This design comes from an exercise in tuning for small area on the open sky130 flow, not from production work.
Only simulation tests tie the RTL to the original design; equivalence was not proved.
No driver is modelled on the clock port, so clocking that relies on it looks cheaper here than on a real chip.
Power is estimated from default activity; no workload was simulated.

**design/flow/config.mk**
```make
export PLATFORM = sky130hd
export DESIGN_NAME = aqtc_qelem
export DESIGN_NICKNAME = aqtc_qelem
export VERILOG_FILES = /design/flow/design.v
export SDC_FILE = /design/flow/constraint.sdc
export NUM_CORES = 4
export LEC_CHECK = 0
export ABC_AREA = 1
export CAP_MARGIN = 20
export CORE_MARGIN = 2
export CORE_UTILIZATION = 60
export SLEW_MARGIN = 20
```
**design/flow/constraint.sdc**
```tcl
create_clock -name core_clock -period 20.0 [get_ports {clk}]
set_input_delay 4.0000 -clock core_clock [delete_from_list [all_inputs] [get_ports {clk}]]
set_output_delay 4.0000 -clock core_clock [all_outputs]
set_load 0.01 [all_outputs]
```
**design/flow/design.v**
```verilog
module aqtc_symq (
    input  wire [23:0] y,
    input  wire        s,
    input  wire [3:0]  bap,       
    output wire [3:0]  q
);
    wire [24:0] u  = {~s, y};
    wire b1 = (bap == 4'd1), b2 = (bap == 4'd2), b3 = (bap == 4'd3), b4 = (bap == 4'd4);
    wire b5 = ~(b1 | b2 | b3 | b4);
    wire neg = b1 | b3 | b5;
    wire a2 = b1 | b2, a3 = b3 | b4, a4 = b5;
    wire [28:0] U0 = {4'b0, u};
    wire [28:0] X  = U0 ^ {29{neg}};
    wire [28:0] Y  = ({29{a2}} & (U0 << 2)) | ({29{a3}} & (U0 << 3)) | ({29{a4}} & (U0 << 4));
    wire [28:0] Z  = {29{b4}} & (U0 << 1);
    wire [28:0] S1 = X ^ Y ^ Z;
    wire [28:0] C1 = {(X[27:0] & Y[27:0]) | (X[27:0] & Z[27:0]) | (Y[27:0] & Z[27:0]), neg};
    wire [29:0] c;
    assign c[0] = 1'b0;
    genvar i;
    generate for (i = 0; i < 29; i = i + 1) begin : g_chain
        assign c[i+1] = (S1[i] & C1[i]) | (c[i] & (S1[i] | C1[i]));
    end endgenerate
    assign q = S1[28:25] ^ C1[28:25] ^ c[28:25];
endmodule
module aqtc_asymq (
    input  wire [23:9] y,         
    input  wire        s,         
    input  wire        in_range,
    input  wire [3:0]  bap,       
    output wire [15:0] code
);
    wire [15:0] yc = {s, in_range ? y : {15{~s}}};
    reg  [3:0]  r;
    always @(*) begin
        case (bap)
            4'd6:    r = 4'd11;
            4'd7:    r = 4'd10;
            4'd8:    r = 4'd9;
            4'd9:    r = 4'd8;
            4'd10:   r = 4'd7;
            4'd11:   r = 4'd6;
            4'd12:   r = 4'd5;
            4'd13:   r = 4'd4;
            4'd14:   r = 4'd2;
            default: r = 4'd0;
        endcase
    end
    wire [15:0] t1 = r[3] ? {8'd0, yc[15:8]} : yc;
    wire [15:0] t2 = r[2] ? {4'd0, t1[15:4]} : t1;
    wire [15:0] t3 = r[1] ? {2'd0, t2[15:2]} : t2;
    assign code    = r[0] ? {1'd0, t3[15:1]} : t3;
endmodule
module aqtc_qelem (
    input  wire        clk,
    input  wire        rst,
    input  wire        in_valid,
    input  wire        in_qblk,
    input  wire [10:0] in_slot,
    input  wire [31:0] in_c,
    input  wire [7:0]  in_e,
    input  wire [3:0]  in_bap,
    output wire        out_valid,
    output wire [2:0]  out_err,
    output wire [10:0] out_slot,
    output wire [31:0] out_word,
    output wire        out_hwe,
    output wire [10:0] out_hslot,
    output wire [15:0] out_hval
);
    wire       elem   = in_valid & ~in_qblk & ~rst;
    wire       is0    = (in_bap == 4'd0);
    wire       is_sym = ~in_bap[3] & ~is0 & ~(in_bap[2] & in_bap[1]);    
    wire       bad_e  = (|in_e[7:5]) | (in_e[4] & in_e[3] & (|in_e[2:0]));
    wire       be     = ~is0 & bad_e;
    wire [4:0] k      = in_e[4:0];
    wire       s      = in_c[31];
    wire [23:0] w0 = in_c[23:0];
    wire [23:0] w1 = k[4] ? {w0[7:0],  16'd0} : w0;
    wire [23:0] w2 = k[3] ? {w1[15:0],  8'd0} : w1;
    wire [23:0] w3 = k[2] ? {w2[19:0],  4'd0} : w2;
    wire [23:0] w4 = k[1] ? {w3[21:0],  2'd0} : w3;
    wire [23:0] y  = k[0] ? {w4[22:0],  1'd0} : w4;
    wire any1 = (|in_c[30:24]) | (k[4] & |w0[23:8]) | (k[3] & |w1[23:16])
              | (k[2] & |w2[23:20]) | (k[1] & |w3[23:22]) | (k[0] & w4[23]);
    wire all1 = (&in_c[30:24]) & (~k[4] | &w0[23:8]) & (~k[3] | &w1[23:16])
              & (~k[2] | &w2[23:20]) & (~k[1] | &w3[23:22]) & (~k[0] | w4[23]);
    wire in_range = s ? all1 : ~any1;
    wire [3:0]  q;
    wire [15:0] code;
    aqtc_symq  u_symq  (.y(y), .s(s), .bap(in_bap), .q(q));
    aqtc_asymq u_asymq (.y(y[23:9]), .s(s), .in_range(in_range), .bap(in_bap), .code(code));
    wire qr  = is_sym & ~bad_e & ~in_range;
    wire okA = ~be & ~qr;
    wire wr  = elem & okA;
    reg  [1:0] cnt1, cnt2;
    reg        cnt4;
    wire [6:0] q9  = {2'd0, q[1], q[0], 1'b0, q[1], q[0]};                   
    wire [6:0] q3  = {4'd0, q[1], q[1] | q[0], q[0]};
    wire [6:0] q25 = {(q[1] & q[0]) | q[2], (q[1] & ~q[0]) | q[2], q[0] ^ q[1],
                      q[0], q[2], q[1], q[0]};                                 
    wire [6:0] q5  = {2'd0, q[2], q[1], q[0] | q[2], q[1], q[0]};
    reg  [6:0] q11;                                                           
    always @(*) begin
        case (q)
            4'd1:    q11 = 7'd11;
            4'd2:    q11 = 7'd22;
            4'd3:    q11 = 7'd33;
            4'd4:    q11 = 7'd44;
            4'd5:    q11 = 7'd55;
            4'd6:    q11 = 7'd66;
            4'd7:    q11 = 7'd77;
            4'd8:    q11 = 7'd88;
            4'd9:    q11 = 7'd99;
            4'd10:   q11 = 7'd110;
            default: q11 = 7'd0;
        endcase
    end
    wire bp1 = (in_bap == 4'd1), bp2 = (in_bap == 4'd2), bp4 = (in_bap == 4'd4);
    wire s9   = okA & bp1 & (cnt1 == 2'd0);
    wire s3   = okA & bp1 & cnt1[0];
    wire s25  = okA & bp2 & (cnt2 == 2'd0);
    wire s5   = okA & bp2 & cnt2[0];
    wire s11  = okA & bp4 & ~cnt4;
    wire sm   = okA & ((bp1 & |cnt1) | (bp2 & |cnt2) | (bp4 & cnt4));
    wire sq   = okA & ((in_bap == 4'd3) | (in_bap == 4'd5) | (bp1 & cnt1[1]) | (bp2 & cnt2[1]) | (bp4 & cnt4));
    wire sa   = okA & (in_bap[3] | (in_bap[2] & in_bap[1]));
    wire [15:0] val = ({16{sa}} & code) | {8'd0, sm, 7'd0} | {12'd0, {4{sq}} & q}
                    | {9'd0, ({7{s9}} & q9) | ({7{s3}} & q3) | ({7{s25}} & q25) | ({7{s5}} & q5) | ({7{s11}} & q11)};
    always @(posedge clk) begin
        if (rst || (in_valid && in_qblk)) begin
            cnt1 <= 2'd0;
            cnt2 <= 2'd0;
            cnt4 <= 1'b0;
        end else if (wr) begin
            if (in_bap == 4'd1) cnt1 <= {cnt1[0], ~cnt1[1] & ~cnt1[0]};    
            if (in_bap == 4'd2) cnt2 <= {cnt2[0], ~cnt2[1] & ~cnt2[0]};
            if (in_bap == 4'd4) cnt4 <= ~cnt4;
        end
    end
    reg        wr_r, be_r, qr_r;
    reg [3:0]  bap_r;
    reg [10:0] slot_r;
    reg [15:0] val_r;
    always @(posedge clk) begin
        wr_r   <= wr;
        be_r   <= elem & be;
        qr_r   <= elem & qr;
        bap_r  <= wr ? in_bap : 4'd0;
        slot_r <= in_slot;
        val_r  <= val;
    end
    reg [10:0] head1, head2, head4;
    reg [15:0] hval1, hval2, hval4;
    reg        f1281, f1282, f1284;
    reg        eq12, eq14, eq24;
    wire g1 = (bap_r == 4'd1);
    wire g2 = (bap_r == 4'd2);
    wire g4 = (bap_r == 4'd4);
    wire m1 = g1 & val_r[7], m2 = g2 & val_r[7], m4 = g4 & val_r[7];
    wire o1 = g1 & ~val_r[7], o2 = g2 & ~val_r[7], o4 = g4 & ~val_r[7];
    wire member = m1 | m2 | m4;
    wire [15:0] own_val = {val_r[15:7], val_r[6:0] & {7{~member}}};
    wire [10:0] ghead = ({11{m1}} & head1) | ({11{m2}} & head2) | ({11{m4}} & head4);
    wire r1 = m1 & ~f1281, r2 = m2 & ~f1282, r4 = m4 & ~f1284;
    wire [15:0] ghval = ({16{r1}} & hval1) | ({16{r2}} & hval2) | ({16{r4}} & hval4)
                      | {8'd0, (m1 & f1281) | (m2 & f1282) | (m4 & f1284), 7'd0};
    wire [4:0]  inc = val_r[4:0] & {5{member}};
    wire [16:0] hc;
    wire [15:0] head_sum;
    assign hc[0] = 1'b0;
    genvar i;
    generate for (i = 0; i < 16; i = i + 1) begin : g_add
        if (i < 5) begin : g_fa
            assign head_sum[i] = ghval[i] ^ inc[i] ^ hc[i];
            assign hc[i+1]     = (ghval[i] & inc[i]) | (hc[i] & (ghval[i] ^ inc[i]));
        end else begin : g_ha
            assign head_sum[i] = ghval[i] ^ hc[i];
            assign hc[i+1]     = ghval[i] & hc[i];
        end
    end endgenerate
    wire [15:0] wval = head_sum | (val_r & {16{~member}});
    wire hit1 = (head1 == slot_r);
    wire hit2 = (head2 == slot_r);
    wire hit4 = (head4 == slot_r);
    wire own1 = o1 | (wr_r & hit1);
    wire own2 = o2 | (wr_r & hit2);
    wire own4 = o4 | (wr_r & hit4);
    wire hw1  = m1 | (m2 & eq12) | (m4 & eq14);
    wire hw2  = m2 | (m1 & eq12) | (m4 & eq24);
    wire hw4  = m4 | (m1 & eq14) | (m2 & eq24);
    wire en1  = own1 ? ~member : hw1;
    wire en2  = own2 ? ~member : hw2;
    wire en4  = own4 ? ~member : hw4;
    always @(posedge clk) begin
        if (o1) head1 <= slot_r;
        if (o2) head2 <= slot_r;
        if (o4) head4 <= slot_r;
        if (en1) hval1 <= wval;
        if (en2) hval2 <= wval;
        if (en4) hval4 <= wval;
        if (own1 & member) f1281 <= 1'b1; else if (en1) f1281 <= 1'b0;
        if (own2 & member) f1282 <= 1'b1; else if (en2) f1282 <= 1'b0;
        if (own4 & member) f1284 <= 1'b1; else if (en4) f1284 <= 1'b0;
        if (o1) begin eq12 <= hit2; eq14 <= hit4; end
        if (o2) begin eq12 <= hit1; eq24 <= hit4; end
        if (o4) begin eq14 <= hit1; eq24 <= hit2; end
    end
    assign out_valid = wr_r | be_r | qr_r;
    assign out_err   = {qr_r, be_r, be_r};
    assign out_slot  = slot_r;
    assign out_word  = {8'd0, bap_r, 3'd0, member, own_val};
    assign out_hwe   = member;
    assign out_hslot = ghead;
    assign out_hval  = head_sum;
endmodule
```
**design/flow/flow/run.sh**
```bash
#!/bin/bash
# Standard layout, with: the combinational logic re-mapped for area before
# floorplanning (restructure.tcl), the smallest buffer for the port buffers,
# cells with slack to spare downsized after placement repair (recover.tcl),
# and small clock-tree buffers without dummy loads.
set -e
export PRE_FLOORPLAN_TCL="$PWD/flow/restructure.tcl"
export BUFFER_PORTS_ARGS="-buffer_cell sky130_fd_sc_hd__buf_1"
export POST_RESIZE_TCL="$PWD/flow/recover.tcl"
export CTS_ARGS="-sink_clustering_enable -repair_clock_nets -dont_use_dummy_load -buf_list sky130_fd_sc_hd__clkbuf_4 -sink_clustering_max_diameter 40"
bash standard.sh > standard.log 2>&1
```
**design/flow/flow/recover.tcl**
```tcl
# After the standard repair_design: downsize cells that have slack to spare.
estimate_parasitics -placement
repair_timing -recover_power 100
```
**design/flow/flow/restructure.tcl**
```tcl
# Area recovery on the synthesized netlist: re-map its combinational logic
# with ABC for area (OpenROAD restructure, two passes), using the platform library
# without its don't-use cells.  Registers are not touched.
set lib_in  [lindex $::env(LIB_FILES) 0]
set rmp_dir $::env(OBJECTS_DIR)/rmp
file mkdir $rmp_dir
set lib_out $rmp_dir/rmp_cells.lib
set fi [open $lib_in r]
set fo [open $lib_out w]
set skip 0
set depth 0
while { [gets $fi line] >= 0 } {
  if { !$skip && [regexp {^\s*cell\s*\(\s*"?([A-Za-z0-9_]+)"?\s*\)} $line -> name] } {
    foreach p $::env(DONT_USE_CELLS) {
      if { [string match $p $name] } {
        set skip 1
        set depth 0
        break
      }
    }
  }
  if { $skip } {
    incr depth [regexp -all {\{} $line]
    incr depth -[regexp -all {\}} $line]
    if { $depth <= 0 && [regexp {\}} $line] } {
      set skip 0
    }
    continue
  }
  puts $fo $line
}
close $fi
close $fo
report_design_area
restructure -target area -liberty_file $lib_out \
  -tielo_port sky130_fd_sc_hd__conb_1/LO -tiehi_port sky130_fd_sc_hd__conb_1/HI \
  -work_dir $rmp_dir
report_design_area
restructure -target area -liberty_file $lib_out \
  -tielo_port sky130_fd_sc_hd__conb_1/LO -tiehi_port sky130_fd_sc_hd__conb_1/HI \
  -work_dir $rmp_dir
report_design_area
```
**design/flow/standard.sh**
```bash
#!/bin/bash
# synth_recipe.tcl (not shown) runs the flow's synth.tcl, then flattens the netlist and writes it again
# the make line also repeats each setting of config.mk as NAME=value (left out here)
make -C /OpenROAD-flow-scripts/flow DESIGN_CONFIG=/design/flow/config.mk WORK_HOME=/design/flow/orfs CLKGATE_MAP_FILE= SYNTH_SCRIPT=/design/flow/synth_recipe.tcl "${@:-finish}"
```
==> results_dict.tcl, run 1 <==
set metrics [dict create \
    stop_stage "2_1_floorplan" \
    row_count 43 \
    start_util 0.619 \
    outcome "did not finish" \
    die_height_microns 124 \
    syn_area_sq_um 8690 \
    tool.error "[ERROR EST-0104] inconsistent parasitics state" \
    syn_area_per_cell_sq_um 8.16 \
    die_w_microns 124 \
    untimed_endpoints 5 \
    ys_warn_count 2 \
    synthCells 1065 \
]
==> inputs of run 2 (changes only) <==
--- a/design/flow/design.v
+++ b/design/flow/design.v
@@ -6,8 +6,9 @@
 );
     wire [24:0] u  = {~s, y};
-    wire b1 = (bap == 4'd1), b2 = (bap == 4'd2), b3 = (bap == 4'd3), b4 = (bap == 4'd4);
-    wire b5 = ~(b1 | b2 | b3 | b4);
-    wire neg = b1 | b3 | b5;
-    wire a2 = b1 | b2, a3 = b3 | b4, a4 = b5;
+    wire neg = bap[0];                                 
+    wire a2  = ~bap[2] & ~(bap[1] & bap[0]);           
+    wire a4  = bap[2] & bap[0];                        
+    wire a3  = ~a2 & ~a4;                              
+    wire b4  = bap[2] & ~bap[0];                       
     wire [28:0] U0 = {4'b0, u};
     wire [28:0] X  = U0 ^ {29{neg}};
==> run 2 against run 1 <==
Compared with the run above:
- the run again fails in 2_1_floorplan
- synthesized cell count is 1.1% lower
- area after synthesis down 1.4%
==> results_dict.tcl, run 2 <==
set metrics [dict create \
    start_util 0.615 \
    outcome "did not finish" \
    die_height_microns 124 \
    tool.error "[ERROR EST-0104] inconsistent parasitics state" \
    ys_warn_count 2 \
    untimed_endpoints 5 \
    die_w_microns 124 \
    stop_stage "2_1_floorplan" \
    row_count 43 \
    syn_area_per_cell_sq_um 8.14 \
    syn_area_sq_um 8570 \
    synthCells 1053 \
]
==> inputs of run 3 (changes only) <==
==> design/flow/flow/run.sh (replaced) <==
#!/bin/bash
# Standard layout, with: the combinational logic re-mapped for area after
# floorplanning (restructure.tcl), the smallest buffer for the port buffers,
# cells with slack to spare downsized after placement repair (recover.tcl),
# and small clock-tree buffers without dummy loads.
set -e
export POST_FLOORPLAN_TCL="$PWD/flow/restructure.tcl"
export BUFFER_PORTS_ARGS="-buffer_cell sky130_fd_sc_hd__buf_1"
export POST_RESIZE_TCL="$PWD/flow/recover.tcl"
export CTS_ARGS="-sink_clustering_enable -repair_clock_nets -dont_use_dummy_load -buf_list sky130_fd_sc_hd__clkbuf_4 -sink_clustering_max_diameter 40"
bash standard.sh > standard.log 2>&1
--- a/design/flow/flow/restructure.tcl
+++ b/design/flow/flow/restructure.tcl
@@ -1,4 +1,4 @@
 # Area recovery on the synthesized netlist: re-map its combinational logic
-# with ABC for area (OpenROAD restructure, two passes), using the platform library
+# with ABC for area (OpenROAD restructure), using the platform library
 # without its don't-use cells.  Registers are not touched.
 set lib_in  [lindex $::env(LIB_FILES) 0]
@@ -37,6 +37,25 @@
   -work_dir $rmp_dir
 report_design_area
-restructure -target area -liberty_file $lib_out \
-  -tielo_port sky130_fd_sc_hd__conb_1/LO -tiehi_port sky130_fd_sc_hd__conb_1/HI \
-  -work_dir $rmp_dir
+# restructure leaves the tie cells it replaced driving nets with no load:
+# remove those.
+set block [ord::get_db_block]
+set n_removed 0
+foreach inst [$block getInsts] {
+  if { [[$inst getMaster] getName] != "sky130_fd_sc_hd__conb_1" } { continue }
+  set used 0
+  set nets {}
+  foreach it [$inst getITerms] {
+    set net [$it getNet]
+    if { $net == "NULL" } { continue }
+    if { [$net getSigType] != "SIGNAL" } { continue }
+    lappend nets $net
+    if { [llength [$net getITerms]] > 1 || [llength [$net getBTerms]] > 0 } { set used 1 }
+  }
+  if { !$used } {
+    odb::dbInst_destroy $inst
+    foreach net $nets { odb::dbNet_destroy $net }
+    incr n_removed
+  }
+}
+puts "removed $n_removed unused tie cells"
 report_design_area
--- a/design/flow/config.mk
+++ b/design/flow/config.mk
@@ -9,4 +9,4 @@
 export CAP_MARGIN = 20
 export CORE_MARGIN = 2
-export CORE_UTILIZATION = 60
+export CORE_UTILIZATION = 70
 export SLEW_MARGIN = 20
==> run 3 against run 2 <==
Compared with the run above:
- now clean on timing, DRC and antenna
- synthesized cell count rose by 22%
- area after synthesis rose by 13%
==> results_dict.tcl, run 3 <==
set metrics [dict create \
    outcome "no timing/DRC/antenna violations" \
    gp_congestion 0.982 \
    multi_input_area_sq_um 4780 \
    cts.clk_slew.worst_paths_ns 0.08 \
    slew_violations 0 \
    grt_usage 0.331 \
    rsz0062_at_grt "no" \
    place_area_sq_um 9340 \
    yosysMostFrequentCell "nand2_1" \
    yosysTopAreaCell "edfxtp_1" \
    setup_viol 0 \
    syn_area_per_cell_sq_um 7.54 \
    grt_pass1_wl_microns 39300 \
    ir_drop_v 0.0000259 \
    tns_ns 0 \
    ys_warn_count 2 \
    row_count 42 \
    ant_nets 0 \
    synth.area.top_cells "edfxtp_1 26%, nand2_1 14%, dfxtp_1 8.7%" \
    clock_latency_ns 0.49 \
    ctsHtreeMaxLevel 4 \
    fillCellCount 1117 \
    critPathKind "input port to register" \
    cts_setup_buffers 0 \
    synth_ff_type "edfxtp_1" \
    register_area_sq_um 3360 \
    detailroute.via_count 9288 \
    die_height_microns 122 \
    die_area_sq_um 14800 \
    critical_path.endpoint_type "register" \
    die_w_microns 122 \
    grt_max_degree 50 \
    period_share 0.691 \
    drv_cap 0 \
    final_area_sq_um 9490 \
    first_pass_iters 9 \
    slew_headroom 0.292 \
    core_area_sq_um 13300 \
    numCtsBuffers 17 \
    layout_commonest_cell "nor2_1" \
    io_buffers 122 \
    start_util 0.725 \
    area_growth_pct -1.95 \
    synth_top_cell_area_share 0.261 \
    ys_ff_latch 126 \
    worst_pin_slew_ns 1.06 \
    synthArstFlopShare 0 \
    cts_root_buf "clkbuf_4" \
    antenna_found_initial 1 \
    drive_gt1_frac 0.0243 \
    cp_common_cell "a21oi_1" \
    cp_data_arrival_time_ns 14.17 \
    cts_resized 0 \
    routed_wl_microns 24800 \
    finClkSkew_ns 0.0328 \
    drt_iter0_drc 1168 \
    synthCells 1283 \
    io_pins 134 \
    finalWorstSetupSlack_ns 6.18 \
    synth_edf_count 84 \
    min_period_ns 13.82 \
    grt-ovfl-total 0 \
    place_ws_ns 5.98 \
    crit_fanout 23 \
    seq_area_frac_synth 0.347 \
    finalHoldViolations 0 \
    yosys-top-cells-count "365 x nand2_1, 124 x inv_1, 103 x nor2_1, 84 x edfxtp_1, 80 x nand3_1" \
    tritoncts "yes" \
    fin_nets 1255 \
    worstPathRequired_ns 20.35 \
    drc_errors 0 \
    p_leak_nw 3.02 \
    ctsHoldBuffers 0 \
    hold_path_class "register to register" \
    cts_max_path_buffers 2 \
    wire_per_inst_microns 18.1 \
    hpwl_microns 18400 \
    grt_pass1_vias 8164 \
    syn_area_sq_um 9680 \
    ys_types 56 \
    routed_via_density 6.77 \
    cp_slowest_stage_delay_ns 0.79 \
    crit_path_start_kind "input port" \
    clkSinkCount 126 \
    final_cell_mix "166 x nor2_1, 120 x buf_1, 116 x clkinv_1, 92 x o22ai_1, 84 x edfxtp_1" \
    power_density_nw_per_um2 60.7 \
    clock.fmax_ghz 0.0724 \
    crit_path_top_delay_cell "nor2_1" \
]
run 3: report_power, final:
| part | switching, mW | internal, mW | leakage, nW |
|---|---|---|---|
| combinational | 0.119 | 0.0618 | 1.84 |
| sequential | 0.00334 | 0.281 | 1.10 |
| clock | 0.0720 | 0.0389 | 0.0782 |
run 3: routing by layer:
| layer | track usage | vias to the layer above | routed length (microns) |
|---|---|---|---|
| met2 | 0.540 | 587 | 11600 |
| met3 | 0.0482 | 68 | 2170 |
| met5 | 0 | - | 0 |
| met4 | 0.146 | 0 | 830 |
| met1 | 0.442 | 4211 | 10200 |
| li1 | - | 4422 | - |
run 3: cell families (layout without fill, tap and decap cells):
logic type / after synthesis / in the layout / synth area share
xor gates and xnor gates: 58 / 4 / 0.0525
DFF: 126 / 126 / 0.347
and+or+nand+nor: 612 / 339 / 0.265
other: 1 / 12 / 0.000387
adders and majority gates: 52 / 0 / 0.0913
AOI/OAI and AO/OA: 225 / 441 / 0.144
buffers and inverters: 205 / 273 / 0.0950
muxes: 4 / 0 / 0.00414
run 3: through the flow:
stage	instances	hold WS, ns	total power, mW	utilization
after global placement	1353	0.479	0.463	0.703
after global routing	1371	0.525	0.609	0.711
after CTS	1370	0.479	0.573	0.710
after detailed placement	1353	0.486	0.464	0.700
final	1371	0.479	0.576	0.711
after floorplan	1293	0.454	0.463	-
run 3: final timing paths:
check / startpoint / endpoint / slack (ns) / cells past startpoint
setup reg to reg: bap_r[0] / hval4[15] / 13.34 / 17
hold reg to reg: cnt2[0] / cnt2[1] / 0.48 / 2
setup / recovery: in_bap[2] / val_r[5] / 6.18 / 52
hold / removal: cnt2[0] / cnt2[1] / 0.48 / 2
run 3: critical path, delay by kind of cell:
kind / cells / cell delay, ns
AO/OA/AOI/OAI: 37 / 5.38
buffers and inverters: 9 / 3.33
AND/OR/NAND/NOR: 6 / 1.44
run 3: final cells by class:
class                           instances  share of cell area
Clock buffer                           17              0.0134
Sequential cell                       126               0.354
Timing Repair Buffer                  140              0.0589
Multi-Input combinational cell        795               0.504
Antenna cell                            1            0.000264
Inverter                              116              0.0459
Tap cell                              176              0.0232
==> inputs of run 4 (changes only) <==
--- a/design/flow/flow/run.sh
+++ b/design/flow/flow/run.sh
@@ -8,4 +8,4 @@
 export BUFFER_PORTS_ARGS="-buffer_cell sky130_fd_sc_hd__buf_1"
 export POST_RESIZE_TCL="$PWD/flow/recover.tcl"
-export CTS_ARGS="-sink_clustering_enable -repair_clock_nets -dont_use_dummy_load -buf_list sky130_fd_sc_hd__clkbuf_4 -sink_clustering_max_diameter 40"
+export CTS_ARGS="-sink_clustering_enable -repair_clock_nets -dont_use_dummy_load -buf_list {sky130_fd_sc_hd__clkbuf_4 sky130_fd_sc_hd__clkbuf_8} -sink_clustering_max_diameter 40"
 bash standard.sh > standard.log 2>&1
--- a/design/flow/config.mk
+++ b/design/flow/config.mk
@@ -9,4 +9,4 @@
 export CAP_MARGIN = 20
 export CORE_MARGIN = 2
-export CORE_UTILIZATION = 70
+export CORE_UTILIZATION = 60
 export SLEW_MARGIN = 20
==> run 4 against run 3 <==
Compared with the run above:
- still clean
- non-clock buffer count rose by 3
- die area rose by 16%
- via count fell by 2.2%
- critical endpoint unchanged
==> results_dict.tcl, run 4 <==
set metrics [dict create \
    outcome "no timing/DRC/antenna violations" \
    drive_gt1_frac 0.0259 \
    drv_cap 0 \
    clkSinkCount 126 \
    hpwl_microns 19100 \
    place_area_sq_um 9400 \
    critPathKind "input port to register" \
    min_period_ns 13.66 \
    p_seq_frac 0.462 \
    io_pins 134 \
    routed_via_density 6.43 \
    routed_wl_microns 25400 \
    finClkSkew_ns 0.0365 \
    final_area_sq_um 9680 \
    yosysMostFrequentCell "nand2_1" \
    p_comb_frac 0.294 \
    ctsHtreeMaxLevel 4 \
    dp_cells 1395 \
    insertedDiodeCount 0 \
    cts.clk_slew.worst_paths_ns 0.06 \
    gp_congestion 0.928 \
    cts_max_path_buffers 2 \
    worstPathRequired_ns 20.28 \
    yosysTopAreaCell "edfxtp_1" \
    drt_iter0_drc 1125 \
    start_util 0.612 \
    grt-ovfl-total 0 \
    io_buffers 122 \
    crit_path_top_delay_cell "nor2_1" \
    cp_data_arrival_time_ns 13.94 \
    grt_pass1_wl_microns 39900 \
    power.switching_mw 0.198 \
    cp_slowest_stage_delay_ns 0.81 \
    cts_setup_buffers 0 \
    p_sw_frac 0.322 \
    die_w_microns 131 \
    register_area_sq_um 3360 \
    tns_ns 0 \
    layout_commonest_cell "nor2_1" \
    cp_common_cell "a21oi_1" \
    cts_resized 0 \
    power_mw 0.617 \
    slew_headroom 0.284 \
    synth_ff_type "edfxtp_1" \
    core_area_sq_um 15800 \
    finalHoldViolations 0 \
    wire_per_inst_microns 18.0 \
    rsz0062_at_grt "no" \
    cts_root_buf "clkbuf_8" \
    hold_ws_ns 0.491 \
    p_int_mw 0.418 \
    synth.area.top_cells "edfxtp_1 26%, nand2_1 14%, dfxtp_1 8.7%" \
    grt_pass1_vias 7943 \
    synthArstFlopShare 0 \
    die_area_sq_um 17200 \
    fin_cells 1413 \
    clock.fmax_ghz 0.0732 \
    period_share 0.683 \
    power_density_nw_per_um2 63.7 \
    detailroute.via_count 9082 \
    antenna_found_initial 0 \
    multi_input_area_sq_um 4780 \
    p_leak_nw 3.09 \
    synthCells 1283 \
    yosys-top-cells-count "365 x nand2_1, 124 x inv_1, 103 x nor2_1, 84 x edfxtp_1, 80 x nand3_1" \
    ctsHoldBuffers 0 \
    first_pass_iters 8 \
    final_cell_mix "167 x nor2_1, 120 x buf_1, 116 x clkinv_1, 92 x o22ai_1, 84 x edfxtp_1" \
    syn_area_sq_um 9680 \
    seq_area_frac_synth 0.347 \
    ys_types 56 \
    place_ws_ns 4.93 \
    ys_ff_latch 126 \
    ant_nets 0 \
    setup_viol 0 \
    grt_usage 0.294 \
    slew_violations 0 \
    tritoncts "yes" \
    drc_errors 0 \
    synth_top_cell_area_share 0.261 \
    fillCellCount 1498 \
    ir_drop_v 0.0000358 \
    final_util 0.612 \
    crit_path_start_kind "input port" \
    area_growth_pct -0.0000310 \
    row_count 46 \
    worst_pin_slew_ns 1.05 \
    syn_area_per_cell_sq_um 7.54 \
    ys_warn_count 2 \
    critical_path.endpoint_type "register" \
    finalWorstSetupSlack_ns 6.34 \
    numCtsBuffers 17 \
    clock_latency_ns 0.42 \
    fin_nets 1258 \
    power.share.clock 0.245 \
    die_height_microns 131 \
    crit_fanout 31 \
    hold_path_class "register to register" \
    grt_max_degree 51 \
    synth_edf_count 84 \
]
-- run 4: worst paths after layout --
check | from | endpoint | depth (start not counted) | slack (ns)
worst max-delay path | in_bap[0] | val_r[5] | 53 | 6.34
worst min register to register | cnt2[0] | cnt2[1] | 2 | 0.49
worst min-delay path | cnt2[0] | cnt2[1] | 2 | 0.49
worst max register to register | bap_r[0] | hval1[14] | 19 | 12.90
-- run 4: critical path, delay by kind of cell --
kind                   cells  cell delay [ns]
AO/OA/AOI/OAI             37             5.36
buffers and inverters     10             3.12
AND/OR/NAND/NOR            6             1.47
-- run 4: kinds of logic (layout without fill, tap and decap cells) --
group                    count (synthesis)  count (layout)  synth area share
AND/OR/NAND/NOR                        612             339             0.265
AO/OA/AOI/OAI                          225             441             0.144
buffers and inverters                  205             276            0.0950
flip-flops                             126             126             0.347
XOR/XNOR                                58               4            0.0525
adder cells (fa/ha/maj)                 52               0            0.0913
multiplexers                             4               0           0.00414
other                                    1              11          0.000387
-- run 4: cell type report --
| cell class | count | area share |
|---|---|---|
| sequential | 126 | 0.347 |
| inverter | 116 | 0.0450 |
| tap | 216 | 0.0279 |
| timing repair buffer | 143 | 0.0617 |
| clock buffer | 17 | 0.0242 |
| multi-input combinational | 795 | 0.494 |
-- run 4: power by group through the flow --
stage	clock network (mW)	logic, mW	registers (mW)
6_report	0.151	0.181	0.285
5_1_grt	0.167	0.202	0.285
3_3_place_gp	0	0.175	0.290
2_1_floorplan	0	0.172	0.291
4_1_cts	0.155	0.177	0.285
3_5_place_dp	0	0.176	0.290
-- run 4: routing by layer --
layer  track usage  part of all wire  up-vias
li1              -                 -     4423
met1         0.397              0.43     4179
met2         0.480              0.47      439
met3        0.0407             0.074       41
met4         0.111             0.026        0
met5             0                 0        -
==> inputs of run 5 (changes only) <==
--- a/design/flow/design.v
+++ b/design/flow/design.v
@@ -6,9 +6,8 @@
 );
     wire [24:0] u  = {~s, y};
-    wire neg = bap[0];                                 
-    wire a2  = ~bap[2] & ~(bap[1] & bap[0]);           
-    wire a4  = bap[2] & bap[0];                        
-    wire a3  = ~a2 & ~a4;                              
-    wire b4  = bap[2] & ~bap[0];                       
+    wire b1 = (bap == 4'd1), b2 = (bap == 4'd2), b3 = (bap == 4'd3), b4 = (bap == 4'd4);
+    wire b5 = ~(b1 | b2 | b3 | b4);
+    wire neg = b1 | b3 | b5;
+    wire a2 = b1 | b2, a3 = b3 | b4, a4 = b5;
     wire [28:0] U0 = {4'b0, u};
     wire [28:0] X  = U0 ^ {29{neg}};
--- a/design/flow/flow/run.sh
+++ b/design/flow/flow/run.sh
@@ -8,4 +8,4 @@
 export BUFFER_PORTS_ARGS="-buffer_cell sky130_fd_sc_hd__buf_1"
 export POST_RESIZE_TCL="$PWD/flow/recover.tcl"
-export CTS_ARGS="-sink_clustering_enable -repair_clock_nets -dont_use_dummy_load -buf_list {sky130_fd_sc_hd__clkbuf_4 sky130_fd_sc_hd__clkbuf_8} -sink_clustering_max_diameter 40"
+export CTS_ARGS="-sink_clustering_enable -repair_clock_nets -dont_use_dummy_load -buf_list sky130_fd_sc_hd__clkbuf_4 -sink_clustering_max_diameter 40"
 bash standard.sh > standard.log 2>&1
==> run 5 against run 4 <==
Compared with the run above:
- fmax grew 3.9%
- register-to-register slack lost 0.11 ns
- clock skew shrank 0.0058 ns
- total power shrank 6.8%
- wire length grew 0.97%
- worst hold slack is essentially flat
- area after synthesis shrank 0.36%
- sequential share of layout area grew 0.17 points
- die area shrank 0.35%
- critical endpoint is now val_r[4]
==> results_dict.tcl, run 5 <==
set metrics [dict create \
    cts_resized 0 \
    rsz0062_at_grt "no" \
    die_w_microns 131 \
    worst_pin_slew_ns 1.06 \
    fillCellCount 1522 \
    ys_warn_count 2 \
    final_area_sq_um 9630 \
    register_area_sq_um 3360 \
    whs_endpoint "cnt2[0]" \
    slew_violations 0 \
    area_growth_pct -0.130 \
    clkSinkCount 126 \
    row_count 46 \
    cts_max_path_buffers 2 \
    first_pass_iters 8 \
    crit_path_start_kind "input port" \
    grt-ovfl-total 0 \
    ys_types 51 \
    syn_area_per_cell_sq_um 7.60 \
    fin_cells 1444 \
    core_area_sq_um 15800 \
    grt_max_degree 29 \
    synthCells 1269 \
    cp_data_arrival_time_ns 13.52 \
    ctsHtreeMaxLevel 4 \
    ctsHoldBuffers 0 \
    routed_via_density 6.37 \
    detailroute.via_count 9194 \
    route.met2.wl_microns 12200 \
    min_period_ns 13.15 \
    tritoncts "yes" \
    die_area_sq_um 17100 \
    finalWorstSetupSlack_ns 6.85 \
    grt_pass1_vias 8116 \
    r2r_slack_ns 12.79 \
    fin_nets 1288 \
    cp_slowest_stage_delay_ns 0.69 \
    finClkSkew_ns 0.0306 \
    power_density_nw_per_um2 59.7 \
    syn_area_sq_um 9640 \
    synthArstFlopShare 0 \
    slew_headroom 0.293 \
    top_layer_used "met4" \
    place_ws_ns 6.52 \
    power_mw 0.575 \
    ys_ff_latch 126 \
    synth.area.top_cells "edfxtp_1 26%, nand2_1 13%, dfxtp_1 8.7%" \
    hold_depth 2 \
    outcome "no timing/DRC/antenna violations" \
    multi_input_area_sq_um 4790 \
    seq_area_frac_synth 0.349 \
    ir_drop_v 0.0000240 \
    grt_pass1_wl_microns 40300 \
    critPathKind "input port to register" \
    clock_latency_ns 0.49 \
    antenna_found_initial 1 \
    min-delay-start "cnt2[0]" \
    die_height_microns 131 \
    finalHoldViolations 0 \
    layout_commonest_cell "nor2_1" \
    drc_errors 0 \
    reg2reg_from "bap_r[2]" \
    drv_cap 0 \
    clock.fmax_ghz 0.0761 \
    yosys-top-cells-count "340 x nand2_1, 138 x inv_1, 90 x nor2_1, 84 x edfxtp_1, 69 x o21ai_0" \
    setup_viol 0 \
    synth_ff_type "edfxtp_1" \
    m1WireLength_microns 10900 \
    worstPathRequired_ns 20.38 \
    final_util 0.611 \
    place_area_sq_um 9490 \
    dp_cells 1426 \
    r2r_cells 19 \
    io_buffers 122 \
    routed-wl-met3_microns 2040 \
    crit_fanout 28 \
    cts.clk_slew.worst_paths_ns 0.10 \
    tns_ns 0 \
    cp_common_cell "nor2_1" \
    hpwl_microns 19600 \
    p_leak_nw 3.14 \
    yosysMostFrequentCell "nand2_1" \
    r2r_end "hval4[14]" \
    routed_wl_microns 25700 \
    gp_congestion 0.931 \
    final_cell_mix "199 x nor2_1, 135 x clkinv_1, 121 x buf_1, 101 x o22ai_1, 84 x edfxtp_1" \
    numCtsBuffers 17 \
    critical_path.endpoint_type "register" \
    drive_gt1_frac 0.0236 \
    grt_usage 0.297 \
    yosysTopAreaCell "edfxtp_1" \
    ant_nets 0 \
    wire_per_inst_microns 17.8 \
    cts_setup_buffers 0 \
    cts_root_buf "clkbuf_4" \
    io_pins 134 \
    synth_edf_count 84 \
    period_share 0.657 \
    hold_ws_ns 0.492 \
    crit_path_top_delay_cell "clkinv_1" \
    drt_iter0_drc 1096 \
    synth_top_cell_area_share 0.262 \
    hold_path_class "register to register" \
    start_util 0.612 \
]
## run 5: cell types whose count changed in the layout (fill, tap and decap cells not counted), moves of 9 or more
cell / before / now
clkbuf_4: 0 / 17
clkbuf_8: 17 / 0
clkinv_1: 116 / 135
nand3_1: 25 / 3
nor2_1: 167 / 199
o22ai_1: 92 / 101
## run 5: final cells by class
class,count,area share
Clock buffer,17,0.0133
Antenna cell,1,0.000260
Sequential cell,126,0.349
Multi-Input combinational cell,808,0.498
Timing Repair Buffer,141,0.0588
Inverter,135,0.0526
Tap cell,216,0.0281
## run 5: logic make-up after synthesis
group / count (synthesis) / share of synthesized area
XOR/XNOR: 57 / 0.0518
AO/OA/AOI/OAI: 249 / 0.158
flip-flops: 126 / 0.349
adder cells (fa/ha/maj): 52 / 0.0916
multiplexers: 8 / 0.00830
AND/OR/NAND/NOR: 559 / 0.243
other: 1 / 0.000389
buffers and inverters: 217 / 0.0978
## run 5: power breakdown
group | leakage [nW] | switching [mW] | internal, mW
Combinational | 1.95 | 0.118 | 0.0620
Clock | 0.0782 | 0.0721 | 0.0389
Sequential | 1.11 | 0.00319 | 0.281
## run 5: critical path, delay by kind of cell
family	cells	cell delay [ns]
AOI/OAI and AO/OA	26	5.11
and+or+nand+nor	19	2.52
buffers and inverters	4	1.70
xor gates and xnor gates	1	0.12
## run 5: worst max-delay path by stage
stage,from,cells past startpoint,to
floorplan,in_bap[3],49,val_r[3]
global placement,in_bap[1],50,val_r[4]
detailed placement,in_bap[1],50,val_r[4]
CTS,in_bap[1],50,val_r[4]
global route,in_bap[0],50,val_r[4]
finish,in_bap[1],50,val_r[4]
## run 5: per-layer routing
layer | GRT usage | vias up
met1 | 0.396 | 4257
met3 | 0.0436 | 47
met4 | 0.101 | 0
met5 | 0 | -
met2 | 0.496 | 450
li1 | - | 4440
==> inputs of run 6 (changes only) <==
--- a/design/flow/design.v
+++ b/design/flow/design.v
@@ -6,8 +6,9 @@
 );
     wire [24:0] u  = {~s, y};
-    wire b1 = (bap == 4'd1), b2 = (bap == 4'd2), b3 = (bap == 4'd3), b4 = (bap == 4'd4);
-    wire b5 = ~(b1 | b2 | b3 | b4);
-    wire neg = b1 | b3 | b5;
-    wire a2 = b1 | b2, a3 = b3 | b4, a4 = b5;
+    wire neg = bap[0];                                 
+    wire a2  = ~bap[2] & ~(bap[1] & bap[0]);           
+    wire a4  = bap[2] & bap[0];                        
+    wire a3  = ~a2 & ~a4;                              
+    wire b4  = bap[2] & ~bap[0];                       
     wire [28:0] U0 = {4'b0, u};
     wire [28:0] X  = U0 ^ {29{neg}};
==> design/flow/flow/run.sh (replaced) <==
#!/bin/bash
# Standard layout, with: the combinational logic re-mapped for area after
# floorplanning (restructure.tcl), the smallest buffer for the port buffers,
# cells with slack to spare downsized after placement repair (recover.tcl),
# small clock-tree buffers without dummy loads, and the clock buffers that
# drive many flip-flops upsized after clock tree synthesis (cts_fix.tcl).
set -e
export POST_FLOORPLAN_TCL="$PWD/flow/restructure.tcl"
export BUFFER_PORTS_ARGS="-buffer_cell sky130_fd_sc_hd__buf_1"
export POST_RESIZE_TCL="$PWD/flow/recover.tcl"
export CTS_ARGS="-sink_clustering_enable -repair_clock_nets -dont_use_dummy_load -buf_list sky130_fd_sc_hd__clkbuf_4 -sink_clustering_max_diameter 40"
export POST_CTS_TCL="$PWD/flow/cts_fix.tcl"
bash standard.sh > standard.log 2>&1
==> design/flow/flow/cts_fix.tcl (new file) <==
# After clock tree synthesis: upsize the clock buffers that drive many
# flip-flops (or a slow edge) to the next size, so that every flip-flop
# clock pin sees a sharp edge, then legalize the placement again.
estimate_parasitics -placement
set n_up 0
foreach inst [get_cells *] {
  if { [get_property $inst ref_name] != "sky130_fd_sc_hd__clkbuf_4" } { continue }
  set out [get_pins -of_objects $inst -filter "direction == output"]
  set net [get_nets -of_objects $out]
  set loads [llength [get_pins -of_objects $net -filter "direction == input"]]
  set slow 0
  foreach p [get_pins -of_objects $net -filter "direction == input"] {
    if { [get_property $p slew_max] > 0.100 } { set slow 1 }
  }
  if { $loads >= 11 || $slow } {
    replace_cell $inst sky130_fd_sc_hd__clkbuf_8
    incr n_up
  }
}
puts "upsized $n_up clock buffers"
detailed_placement
check_placement -verbose
==> run 6 against run 5 <==
Compared with the run above:
- largest power group unchanged
- clock skew grew 0.0017 ns
- clock power up 9%
- die area increased by 0.35%
- still clean
- flip-flop and latch count did not move
- first-iteration DRC count is 2.1% higher
- area after synthesis grew 0.36%
==> results_dict.tcl, run 6 <==
set metrics [dict create \
    place_ws_ns 4.93 \
    critPathKind "input port to register" \
    grt-ovfl-total 0 \
    worst_pin_slew_ns 1.04 \
    area_growth_pct -0.840 \
    finClkSkew_ns 0.0323 \
    worstPathRequired_ns 20.28 \
    io_buffers 122 \
    die_w_microns 131 \
    drive_gt1_frac 0.0259 \
    clock.fmax_ghz 0.0732 \
    grt_usage 0.294 \
    die_area_sq_um 17200 \
    dp_cells 1395 \
    ir_drop_v 0.0000315 \
    seq_area_frac_synth 0.347 \
    finalWorstSetupSlack_ns 6.34 \
    synth_edf_count 84 \
    ys_ff_latch 126 \
    min-delay-start "cnt2[0]" \
    fin_nets 1258 \
    clock_latency_ns 0.41 \
    wire_per_inst_microns 18.0 \
    syn_area_per_cell_sq_um 7.54 \
    p_leak_nw 3.05 \
    r2r_end "hval1[14]" \
    min_period_ns 13.66 \
    ys_warn_count 2 \
    core_area_sq_um 15800 \
    grt_pass1_wl_microns 39800 \
    ant_nets 0 \
    insertedDiodeCount 0 \
    drt_iter0_drc 1119 \
    tritoncts "yes" \
    yosysTopAreaCell "edfxtp_1" \
    detailroute.via_count 9117 \
    routed_via_density 6.45 \
    synth_top_cell_area_share 0.261 \
    die_height_microns 131 \
    outcome "no timing/DRC/antenna violations" \
    synth_ff_type "edfxtp_1" \
    row_count 46 \
    r2r_cells 19 \
    finalHoldViolations 0 \
    critPathBufInv 10 \
    final_cell_mix "167 x nor2_1, 120 x buf_1, 116 x clkinv_1, 92 x o22ai_1, 84 x edfxtp_1" \
    cp_slowest_stage_delay_ns 0.80 \
    r2r_slack_ns 12.91 \
    critical_path.endpoint_type "register" \
    drv_cap 0 \
    ys_types 56 \
    fillCellCount 1516 \
    fin_cells 1413 \
    routed_wl_microns 25400 \
    tns_ns 0 \
    io_pins 134 \
    setup_viol 0 \
    yosysMostFrequentCell "nand2_1" \
    final_area_sq_um 9600 \
    yosys-top-cells-count "365 x nand2_1, 124 x inv_1, 103 x nor2_1, 84 x edfxtp_1, 80 x nand3_1" \
    clkSinkCount 126 \
    hold_depth 2 \
    hold_path_class "register to register" \
    layout_commonest_cell "nor2_1" \
    whs_endpoint "cnt2[1]" \
    slew_violations 0 \
    synth.area.top_cells "edfxtp_1 26%, nand2_1 14%, dfxtp_1 8.7%" \
    synthCells 1283 \
    final_util 0.606 \
    antenna_found_initial 0 \
    place_area_sq_um 9400 \
    cp_data_arrival_time_ns 13.94 \
    first_pass_iters 10 \
    drc_errors 0 \
    crit_path_start_kind "input port" \
    cp_top_family "compound AO/OA/AOI/OAI gates" \
    reg2reg_from "bap_r[2]" \
    gp_congestion 0.928 \
    period_share 0.683 \
    cp_common_cell "a21oi_1" \
    grt_max_degree 51 \
    crit_fanout 31 \
    start_util 0.612 \
    syn_area_sq_um 9680 \
    cts.clk_slew.worst_paths_ns 0.09 \
    crit_path_top_delay_cell "nor2_1" \
    synthArstFlopShare 0 \
    slew_headroom 0.285 \
    rsz0062_at_grt "no" \
    grt_pass1_vias 7907 \
    power_density_nw_per_um2 61.1 \
    hpwl_microns 19100 \
]
-- run 6: worst max path at each step --
stage,end,cells after the start,startpoint
final,val_r[5],53,in_bap[0]
after global routing,val_r[5],53,in_bap[0]
after detailed placement,val_r[5],53,in_bap[0]
after global placement,val_r[5],53,in_bap[0]
after floorplan,val_r[1],48,in_e[1]
-- run 6: kinds of logic (layout without fill, tap and decap cells) --
logic type | count (synthesis) | count (layout) | synth area share
flops | 126 | 126 | 0.347
mux | 4 | 0 | 0.00414
buf+inv | 205 | 276 | 0.0950
simple gates | 612 | 339 | 0.265
xor+xnor | 58 | 4 | 0.0525
fa+ha+maj | 52 | 0 | 0.0913
compound gates | 225 | 441 | 0.144
other cells | 1 | 11 | 0.000387
-- run 6: final cells by class --
type                            instances  area, sq um  share of cell area
Multi-Input combinational cell        795         4780               0.498
Inverter                              116          435              0.0454
Timing Repair Buffer                  143          597              0.0622
Sequential cell                       126         3360               0.350
Tap cell                              216          270              0.0282
Clock buffer                           17          153              0.0159
-- run 6: worst reg2reg max path: cells and delay by family, from the launching register on --
family / cells / cell delay [ns]
AND/OR/NAND/NOR: 9 / 3.63
buffers and inverters: 3 / 1.49
AO/OA/AOI/OAI: 7 / 1.40
flip-flops: 1 / 0.34
-- run 6: layer usage --
layer / GRT usage / wire length, microns
met3: 0.0428 / 1860
met5: 0 / 0
met2: 0.479 / 12000
met1: 0.395 / 10800
met4: 0.116 / 732
-- run 6: metrics by stage --
stage / hold slack [ns] / power, mW
6_report: 0.495 / 0.586
5_1_grt: 0.513 / 0.623
3_5_place_dp: 0.486 / 0.466
3_3_place_gp: 0.481 / 0.465
2_1_floorplan: 0.454 / 0.463
-- run 6: where the power goes --
group	switching, mW	internal (mW)	total [mW]
registers	0.00330	0.281	0.284
clock network	0.0728	0.0479	0.121
logic	0.119	0.0624	0.181
==> inputs of run 7 (changes only) <==
--- a/design/flow/config.mk
+++ b/design/flow/config.mk
@@ -9,4 +9,4 @@
 export CAP_MARGIN = 20
 export CORE_MARGIN = 2
-export CORE_UTILIZATION = 60
+export CORE_UTILIZATION = 80
 export SLEW_MARGIN = 20
==> run 7 against run 6 <==
Compared with the run above:
- via count increased by 5.2%
- highest routed layer unchanged
- clock-buffer cell count is the same
- sequential power about the same
- total power down 0.38%
- critical path type unchanged
- worst setup slack got worse by 0.38 ns
- sequential share of layout area is 0.49 points higher
- critical endpoint unchanged
- clock power is essentially flat
- critical path depth down 1
- final area down 1.4%
==> results_dict.tcl, run 7 <==
set metrics [dict create \
    ys_warn_count 2 \
    clkSinkCount 126 \
    area_growth_pct -2.21 \
    drc_errors 0 \
    cp_slowest_stage_delay_ns 0.80 \
    clock_latency_ns 0.41 \
    drt_iter0_drc 1493 \
    ys_types 56 \
    routed_via_density 7.15 \
    yosysTopAreaCell "edfxtp_1" \
    crit_fanout 23 \
    die_height_microns 114 \
    tritoncts "yes" \
    fin_cells 1342 \
    fin_nets 1256 \
    register_area_sq_um 3360 \
    power.switching_mw 0.198 \
    slew_headroom 0.292 \
    p_sw_frac 0.338 \
    synthCells 1283 \
    io_buffers 122 \
    synth_top_cell_area_share 0.261 \
    die_w_microns 114 \
    crit_path_top_delay_cell "nor2_1" \
    setup_viol 0 \
    gp_congestion 0.984 \
    syn_area_sq_um 9680 \
    syn_area_per_cell_sq_um 7.54 \
    insertedDiodeCount 0 \
    critPathKind "input port to register" \
    grt-ovfl-total 0 \
    row_count 40 \
    yosys-top-cells-count "365 x nand2_1, 124 x inv_1, 103 x nor2_1, 84 x edfxtp_1, 80 x nand3_1" \
    clock.fmax_ghz 0.0713 \
    finClkSkew_ns 0.0349 \
    synth.area.top_cells "edfxtp_1 26%, nand2_1 14%, dfxtp_1 8.7%" \
    crit_path_start_kind "input port" \
    worstPathRequired_ns 20.29 \
    drive_gt1_frac 0.0234 \
    antenna_found_initial 0 \
    min_period_ns 14.03 \
    routed_wl_microns 25900 \
    place_area_sq_um 9310 \
    grt_usage 0.387 \
    io_pins 134 \
    grt_pass1_vias 8463 \
    final_cell_mix "167 x nor2_1, 120 x buf_1, 116 x clkinv_1, 92 x o22ai_1, 84 x edfxtp_1" \
    multi_input_area_sq_um 4780 \
    ant_nets 0 \
    final_area_sq_um 9470 \
    critical_path.endpoint_type "register" \
    power_density_nw_per_um2 61.7 \
    start_util 0.813 \
    cp_data_arrival_time_ns 14.32 \
    grt_pass1_wl_microns 40300 \
    first_pass_iters 11 \
    yosysMostFrequentCell "nand2_1" \
    synthArstFlopShare 0 \
    p_comb_frac 0.311 \
    dp_cells 1325 \
    core_area_sq_um 11900 \
    fillCellCount 862 \
    grt_max_degree 50 \
    wire_per_inst_microns 19.3 \
    p_leak_nw 3.03 \
    detailroute.via_count 9590 \
    finalHoldViolations 0 \
    power.share.clock 0.202 \
    cp_common_cell "a21oi_1" \
    p_seq_frac 0.487 \
    drv_cap 0 \
    worst_pin_slew_ns 1.06 \
    seq_area_frac_synth 0.347 \
    tns_ns 0 \
    layout_commonest_cell "nor2_1" \
    die_area_sq_um 13000 \
    outcome "no timing/DRC/antenna violations" \
    hold_path_class "register to register" \
    ir_drop_v 0.0000365 \
    hold_ws_ns 0.499 \
    slew_violations 0 \
    p_int_mw 0.386 \
    synth_ff_type "edfxtp_1" \
    hpwl_microns 18900 \
    period_share 0.702 \
    cts.clk_slew.worst_paths_ns 0.09 \
    ys_ff_latch 126 \
    rsz0062_at_grt "no" \
    synth_edf_count 84 \
]
-- run 7: worst max-delay path: cells and delay by family --
family | cells | cell delay, ns
buffers and inverters | 9 | 3.44
AO/OA/AOI/OAI | 37 | 5.46
AND/OR/NAND/NOR | 6 | 1.42
-- run 7: layout make-up --
| type | instances | share of cell area |
|---|---|---|
| Tap cell | 147 | 0.0194 |
| Inverter | 116 | 0.0460 |
| Sequential cell | 126 | 0.355 |
| Timing Repair Buffer | 141 | 0.0595 |
| Multi-Input combinational cell | 795 | 0.505 |
| Clock buffer | 17 | 0.0148 |
-- run 7: final timing paths --
kind,from,to,slack [ns],depth (start not counted)
worst max register to register,bap_r[2],hval4[15],13.23,17
worst max-delay path,in_bap[2],val_r[5],5.97,52
worst min-delay path,cnt2[0],cnt2[1],0.50,2
worst min register to register,cnt2[0],cnt2[1],0.50,2
-- run 7: per-layer routing --
metal / vias up / global-route usage / routed length (microns)
met5: - / 0 / 0
met4: 0 / 0.206 / 1250
met3: 140 / 0.0654 / 2600
met2: 754 / 0.642 / 12200
met1: 4251 / 0.486 / 9780
li1: 4445 / - / -
-- run 7: through the flow --
step	worst slack (ns)	total power, mW	util
after global routing	4.73	0.612	0.795
after floorplan	10.39	0.463	-
after global placement	7.58	0.461	0.785
final	5.97	0.584	0.795
after detailed placement	6.03	0.464	0.782
-- run 7: cell families (layout without fill, tap and decap cells) --
kind of cell / Yosys count / count (layout) / share of synthesized area
and+or+nand+nor: 612 / 339 / 0.265
AOI/OAI and AO/OA: 225 / 441 / 0.144
buffers and inverters: 205 / 274 / 0.0950
DFF: 126 / 126 / 0.347
xor gates and xnor gates: 58 / 4 / 0.0525
adders and majority gates: 52 / 0 / 0.0913
muxes: 4 / 0 / 0.00414
other: 1 / 11 / 0.000387
-- run 7: power by group through the flow --
stage	clock [mW]	combinational (mW)	sequential [mW]
after global routing	0.128	0.200	0.285
after detailed placement	0	0.174	0.290
after floorplan	0	0.172	0.291
after global placement	0	0.171	0.290
final	0.118	0.182	0.284
==> inputs of run 8 (changes only) <==
--- a/design/flow/config.mk
+++ b/design/flow/config.mk
@@ -9,4 +9,4 @@
 export CAP_MARGIN = 20
 export CORE_MARGIN = 2
-export CORE_UTILIZATION = 80
+export CORE_UTILIZATION = 70
 export SLEW_MARGIN = 20
==> run 8 against run 7 <==
Compared with the run above:
- still clean on timing, DRC and antenna
- clock power barely moved
- flip-flop and latch count did not move
- sequential share of layout area fell by 0.15 points
- fmax rose by 0.46%
- worst setup slack improved by 0.064 ns
- combinational power barely moved
- total power barely moved
- sequential power barely moved
- area after synthesis did not move
==> results_dict.tcl, run 8 <==
set metrics [dict create \
    tns_ns 0 \
    r2r_end "hval2[15]" \
    cts.clk_slew.worst_paths_ns 0.08 \
    setup_viol 0 \
    critPathBufInv 9 \
    yosysTopAreaCell "edfxtp_1" \
    cp_common_cell "a21oi_1" \
    power.switching_mw 0.195 \
    grt-ovfl-total 0 \
    ir_drop_v 0.0000266 \
    reg2reg_from "bap_r[0]" \
    core_area_sq_um 13300 \
    r2r_cells 17 \
    p_comb_frac 0.309 \
    synth_edf_count 84 \
    drive_gt1_frac 0.0243 \
    p_leak_nw 3.03 \
    synth_top_cell_area_share 0.261 \
    routed_wl_microns 24900 \
    drv_cap 0 \
    area_growth_pct -1.78 \
    power.share.clock 0.204 \
    period_share 0.698 \
    io_buffers 122 \
    p_int_mw 0.389 \
    dp_cells 1353 \
    routed_via_density 6.76 \
    path_depth 52 \
    cp_top_family "compound AO/OA/AOI/OAI gates" \
    die_w_microns 122 \
    slew_headroom 0.287 \
    tritoncts "yes" \
    io_pins 134 \
    wire_per_inst_microns 18.2 \
    synthArstFlopShare 0 \
    clkSinkCount 126 \
    yosys-top-cells-count "365 x nand2_1, 124 x inv_1, 103 x nor2_1, 84 x edfxtp_1, 80 x nand3_1" \
    final_cell_mix "166 x nor2_1, 120 x buf_1, 116 x clkinv_1, 92 x o22ai_1, 84 x edfxtp_1" \
    slew_violations 0 \
    clock.fmax_ghz 0.0716 \
    drc_errors 0 \
    worstPathRequired_ns 20.27 \
    grt_usage 0.332 \
    p_seq_frac 0.487 \
    gp_congestion 0.982 \
    die_area_sq_um 14800 \
    crit_path_top_delay_cell "nor2_1" \
    cp_slowest_stage_delay_ns 0.80 \
    place_area_sq_um 9340 \
    grt_pass1_wl_microns 39400 \
    ant_nets 0 \
    finalWorstSetupSlack_ns 6.03 \
    synthCells 1283 \
    start_util 0.725 \
    ys_ff_latch 126 \
    min_period_ns 13.97 \
    grt_pass1_vias 8143 \
    ys_warn_count 2 \
    multi_input_area_sq_um 4780 \
    r2r_slack_ns 13.34 \
    antenna_found_initial 0 \
    rsz0062_at_grt "no" \
    fin_nets 1255 \
    ys_types 56 \
    startpoint "in_bap[2]" \
    critical_path.endpoint_type "register" \
    hold_path_class "register to register" \
    cp_data_arrival_time_ns 14.24 \
    detailroute.via_count 9257 \
    hpwl_microns 18400 \
    syn_area_sq_um 9680 \
    synth.area.top_cells "edfxtp_1 26%, nand2_1 14%, dfxtp_1 8.7%" \
    crit_path_start_kind "input port" \
    first_pass_iters 11 \
    place_ws_ns 5.98 \
    row_count 42 \
    seq_area_frac_synth 0.347 \
    finalHoldViolations 0 \
    endpoint "val_r[5]" \
    layout_commonest_cell "nor2_1" \
    final_area_sq_um 9510 \
    p_sw_frac 0.334 \
    drt_iter0_drc 1241 \
    power_density_nw_per_um2 61.4 \
    grt_max_degree 50 \
    finClkSkew_ns 0.0316 \
    outcome "no timing/DRC/antenna violations" \
    die_height_microns 122 \
    syn_area_per_cell_sq_um 7.54 \
    worst_pin_slew_ns 1.07 \
    yosysMostFrequentCell "nand2_1" \
    clock_latency_ns 0.40 \
    register_area_sq_um 3360 \
    crit_fanout 23 \
    synth_ff_type "edfxtp_1" \
    insertedDiodeCount 0 \
    critPathKind "input port to register" \
    fin_cells 1370 \
    fillCellCount 1113 \
]
==> run 8: changes by cell type in the layout (fill, tap and decap cells not counted) <==
cell and delta:
clkbuf_1 -1, clkbuf_4 -1, clkbuf_8 +1, nor2_1 -1
nor2_2 +1
==> run 8: tightest hold or removal path, stage by stage, from the launching register on <==
cell and delay, ns:
dfxtp_1 0.33, clkinv_1 0.06, a21oi_1 0.05
==> run 8: metal layers <==
layer	global-route usage	routed length, microns	vias to the layer above
met5	0	0	-
met4	0.139	839	0
met3	0.0482	2280	72
met2	0.546	11600	590
met1	0.443	10200	4176
li1	-	-	4419
==> run 8: metrics by stage <==
| step | hold slack (ns) | utilization | power (mW) |
|---|---|---|---|
| 2_1_floorplan | 0.454 | - | 0.463 |
| 3_3_place_gp | 0.479 | 0.703 | 0.463 |
| 3_5_place_dp | 0.486 | 0.700 | 0.464 |
| 5_1_grt | 0.519 | 0.712 | 0.617 |
| 6_report | 0.482 | 0.712 | 0.584 |
==> run 8: kinds of logic after synthesis <==
| logic type | count (synthesis) | share of synthesized area |
|---|---|---|
| buf+inv | 205 | 0.0950 |
| flops | 126 | 0.347 |
| mux | 4 | 0.00414 |
| other cells | 1 | 0.000387 |
| fa+ha+maj | 52 | 0.0913 |
| simple gates | 612 | 0.265 |
| compound gates | 225 | 0.144 |
| xor+xnor | 58 | 0.0525 |
==> run 8: how the worst min path moves through the flow <==
stage / startpoint / to / slack, ns / cells past startpoint
6_report: cnt2[0] / cnt2[1] / 0.48 / 2
5_1_grt: slot_r[5] / head2[5] / 0.52 / 0
3_5_place_dp: cnt2[0] / cnt2[1] / 0.49 / 2
3_3_place_gp: cnt2[0] / cnt2[1] / 0.48 / 2
2_1_floorplan: cnt2[1] / cnt2[1] / 0.45 / 2
==> run 8: layout make-up <==
type	instances	share of cell area
multi-input cells	795	0.503
flip-flops and latches	126	0.354
repair buffers	140	0.0588
inverters	116	0.0458
well taps	176	0.0232
clock buffers	17	0.0154
==> run 8: power groups by stage <==
stage                     sequential, mW  clock (mW)  combinational, mW
after global placement             0.290           0              0.173
after floorplan                    0.291           0              0.172
after detailed placement           0.290           0              0.174
after global routing               0.285       0.132              0.200
final                              0.284       0.119              0.180
==> inputs of run 9 (changes only) <==
--- a/design/flow/design.v
+++ b/design/flow/design.v
@@ -140,12 +140,10 @@
         end
     end
-    reg        wr_r, be_r, qr_r;
+    reg [1:0]  st_r;
     reg [3:0]  bap_r;
     reg [10:0] slot_r;
     reg [15:0] val_r;
     always @(posedge clk) begin
-        wr_r   <= wr;
-        be_r   <= elem & be;
-        qr_r   <= elem & qr;
+        st_r   <= {elem & ~okA, elem & (okA | qr)};
         bap_r  <= wr ? in_bap : 4'd0;
         slot_r <= in_slot;
@@ -185,4 +183,7 @@
     wire hit2 = (head2 == slot_r);
     wire hit4 = (head4 == slot_r);
+    wire wr_r = ~st_r[1] & st_r[0];
+    wire be_r = st_r[1] & ~st_r[0];
+    wire qr_r = st_r[1] & st_r[0];
     wire own1 = o1 | (wr_r & hit1);
     wire own2 = o2 | (wr_r & hit2);
@@ -208,5 +209,5 @@
         if (o4) begin eq14 <= hit1; eq24 <= hit2; end
     end
-    assign out_valid = wr_r | be_r | qr_r;
+    assign out_valid = st_r[1] | st_r[0];
     assign out_err   = {qr_r, be_r, be_r};
     assign out_slot  = slot_r;
==> run 9 against run 8 <==
Compared with the run above:
- non-clock buffer count increased by 3
- total power is 0.96% lower
- clock power is essentially flat
- register-to-register slack improved by 0.38 ns
- highest routed layer unchanged
==> results_dict.tcl, run 9 <==
set metrics [dict create \
    antenna_found_initial 0 \
    layout_commonest_cell "nor2_1" \
    clock_latency_ns 0.41 \
    tns_ns 0 \
    die_w_microns 122 \
    worstPathRequired_ns 20.30 \
    reg2reg_from "bap_r[0]" \
    critical_path.endpoint_type "register" \
    drt_iter0_drc 1286 \
    finalHoldViolations 0 \
    drive_gt1_frac 0.0273 \
    hold_path_class "register to register" \
    tritoncts "yes" \
    synth.area.top_cells "edfxtp_1 26%, nand2_1 13%, dfxtp_1 8.4%" \
    routed_wl_microns 25500 \
    crit_path_start_kind "input port" \
    crit_path_top_delay_cell "nor2_1" \
    slew_headroom 0.313 \
    synth_edf_count 84 \
    yosysMostFrequentCell "nand2_1" \
    cp_top_family "compound AO/OA/AOI/OAI gates" \
    detailroute.via_count 9372 \
    io_buffers 122 \
    routed_via_density 6.76 \
    hpwl_microns 19300 \
    die_area_sq_um 14900 \
    power_density_nw_per_um2 60.7 \
    yosys-top-cells-count "349 x nand2_1, 131 x inv_1, 102 x nor2_1, 84 x edfxtp_1, 77 x nand3_1" \
    dp_cells 1369 \
    yosysTopAreaCell "edfxtp_1" \
    final_area_sq_um 9520 \
    syn_area_per_cell_sq_um 7.60 \
    r2r_slack_ns 13.72 \
    drv_cap 0 \
    outcome "no timing/DRC/antenna violations" \
    grt_max_degree 48 \
    min_period_ns 12.85 \
    insertedDiodeCount 0 \
    first_pass_iters 9 \
    min-delay-start "cnt2[0]" \
    finClkSkew_ns 0.0352 \
    period_share 0.643 \
    hold_depth 2 \
    place_ws_ns 6.51 \
    cp_common_cell "nor2_1" \
    row_count 43 \
    worst_pin_slew_ns 1.03 \
    die_height_microns 122 \
    ir_drop_v 0.0000286 \
    fin_nets 1268 \
    grt-ovfl-total 0 \
    clkSinkCount 125 \
    ant_nets 0 \
    clock.fmax_ghz 0.0778 \
    slew_violations 0 \
    critPathBufInv 8 \
    wire_per_inst_microns 18.4 \
    ys_warn_count 2 \
    core_area_sq_um 13700 \
    place_area_sq_um 9350 \
    start_util 0.709 \
    ys_types 61 \
    finalWorstSetupSlack_ns 7.15 \
    grt_pass1_vias 8293 \
    p_leak_nw 3.05 \
    whs_endpoint "cnt2[1]" \
    synth_ff_type "edfxtp_1" \
    drc_errors 0 \
    final_cell_mix "170 x nor2_1, 124 x clkinv_1, 121 x buf_1, 106 x o22ai_1, 84 x edfxtp_1" \
    crit_fanout 27 \
    cts.clk_slew.worst_paths_ns 0.08 \
    fin_cells 1387 \
    ys_ff_latch 125 \
    grt_usage 0.336 \
    synthCells 1279 \
    synth_top_cell_area_share 0.259 \
    rsz0062_at_grt "no" \
    setup_viol 0 \
    cp_data_arrival_time_ns 13.16 \
    area_growth_pct -2.15 \
    gp_congestion 0.980 \
    seq_area_frac_synth 0.344 \
    cp_slowest_stage_delay_ns 0.82 \
    syn_area_sq_um 9730 \
    grt_pass1_wl_microns 39800 \
    r2r_cells 17 \
    io_pins 134 \
    r2r_end "hval1[15]" \
    synthArstFlopShare 0 \
    critPathKind "input port to register" \
]
run 9: how the worst max path moves through the flow:
stage,cells after the start,slack [ns],start,endpoint
after floorplan,46,10.31,in_e[1],val_r[3]
after global placement,54,7.17,in_bap[0],val_r[3]
after detailed placement,53,6.51,in_e[1],val_r[3]
after global routing,54,6.06,in_bap[0],val_r[3]
final,54,7.15,in_bap[2],val_r[3]
run 9: cell families (layout without fill, tap and decap cells):
kind of cell	Yosys count	in the layout	share of synthesized area
simple gates	600	333	0.264
compound gates	228	451	0.147
buf+inv	210	284	0.0970
flops	125	125	0.344
xor+xnor	59	3	0.0531
fa+ha+maj	52	0	0.0908
mux	4	0	0.00412
other cells	1	11	0.000386
run 9: where the power goes:
part	total, mW	internal [mW]	switching (mW)
logic	0.178	0.0600	0.118
clock network	0.118	0.0458	0.0725
registers	0.282	0.278	0.00328
total	0.578	0.384	0.194
run 9: cell type report:
cell class	count	area, sq um
fillers	1194	4200
repair buffers	143	591
clock buffers	17	146
well taps	180	225
multi-input cells	798	4750
flip-flops and latches	125	3340
inverters	124	465
run 9: metal layers:
metal / up-vias / track usage / share of wire / routed length [microns]
met5: - / 0 / 0 / 0
li1: 4450 / - / - / -
met3: 64 / 0.0510 / 0.083 / 2110
met4: 0 / 0.134 / 0.029 / 743
met1: 4355 / 0.437 / 0.41 / 10400
met2: 503 / 0.564 / 0.48 / 12200
run 9: through the flow:
step	util	hold WS [ns]	total power, mW
2_1_floorplan	-	0.455	0.460
3_3_place_gp	0.684	0.475	0.460
3_5_place_dp	0.681	0.479	0.460
5_1_grt	0.694	0.513	0.613
6_report	0.694	0.495	0.578
run 9: worst min-delay path: cells and delay by family (launching register included):
family | cells | cell delay [ns]
AO/OA/AOI/OAI | 1 | 0.05
buffers and inverters | 1 | 0.06
flip-flops | 1 | 0.34

-- static timing again, ports no longer ideal --
How much do the figures lean on ideal ports? The routed layouts below were timed once more, with nothing changed but the port constraints. Step 1, drivers: a clkbuf_16 drives clk and a buf_2 each remaining input, both assumed. Step 2 times the ports against the registers' clock, not the clock port: input delays grow and output delays shrink by t, the midpoint of the rising clock arrivals with the driver on. a / b / c = no drivers / after step 1 / after step 2; a / b = the first two.
run	t, ns	setup slack, ns	hold slack, ns	slew at the worst register clock pin (ns)	pins driven straight from the clock port
run 3	0.508	6.182 / 6.188 / 5.681	0.479 / 0.479 / 0.479	0.11 / 0.11	1
run 4	0.438	6.337 / 6.343 / 5.905	0.491 / 0.491 / 0.491	0.08 / 0.08	1
run 5	0.508	6.853 / 6.855 / 6.346	0.492 / 0.492 / 0.492	0.10 / 0.10	1
run 6	0.424	6.345 / 6.351 / 5.927	0.495 / 0.495 / 0.495	0.10 / 0.10	1
run 7	0.431	5.967 / 5.980 / 5.549	0.499 / 0.499 / 0.499	0.10 / 0.10	1
run 8	0.417	6.031 / 6.038 / 5.621	0.482 / 0.482 / 0.482	0.09 / 0.09	1
run 9	0.426	7.146 / 7.161 / 6.734	0.495 / 0.495 / 0.495	0.10 / 0.10	1
After both steps setup and hold are still met in every run listed. For run 5, which loses most, drivers alone change the setup slack by +0.002 ns; drivers and shift together by -0.507 ns.
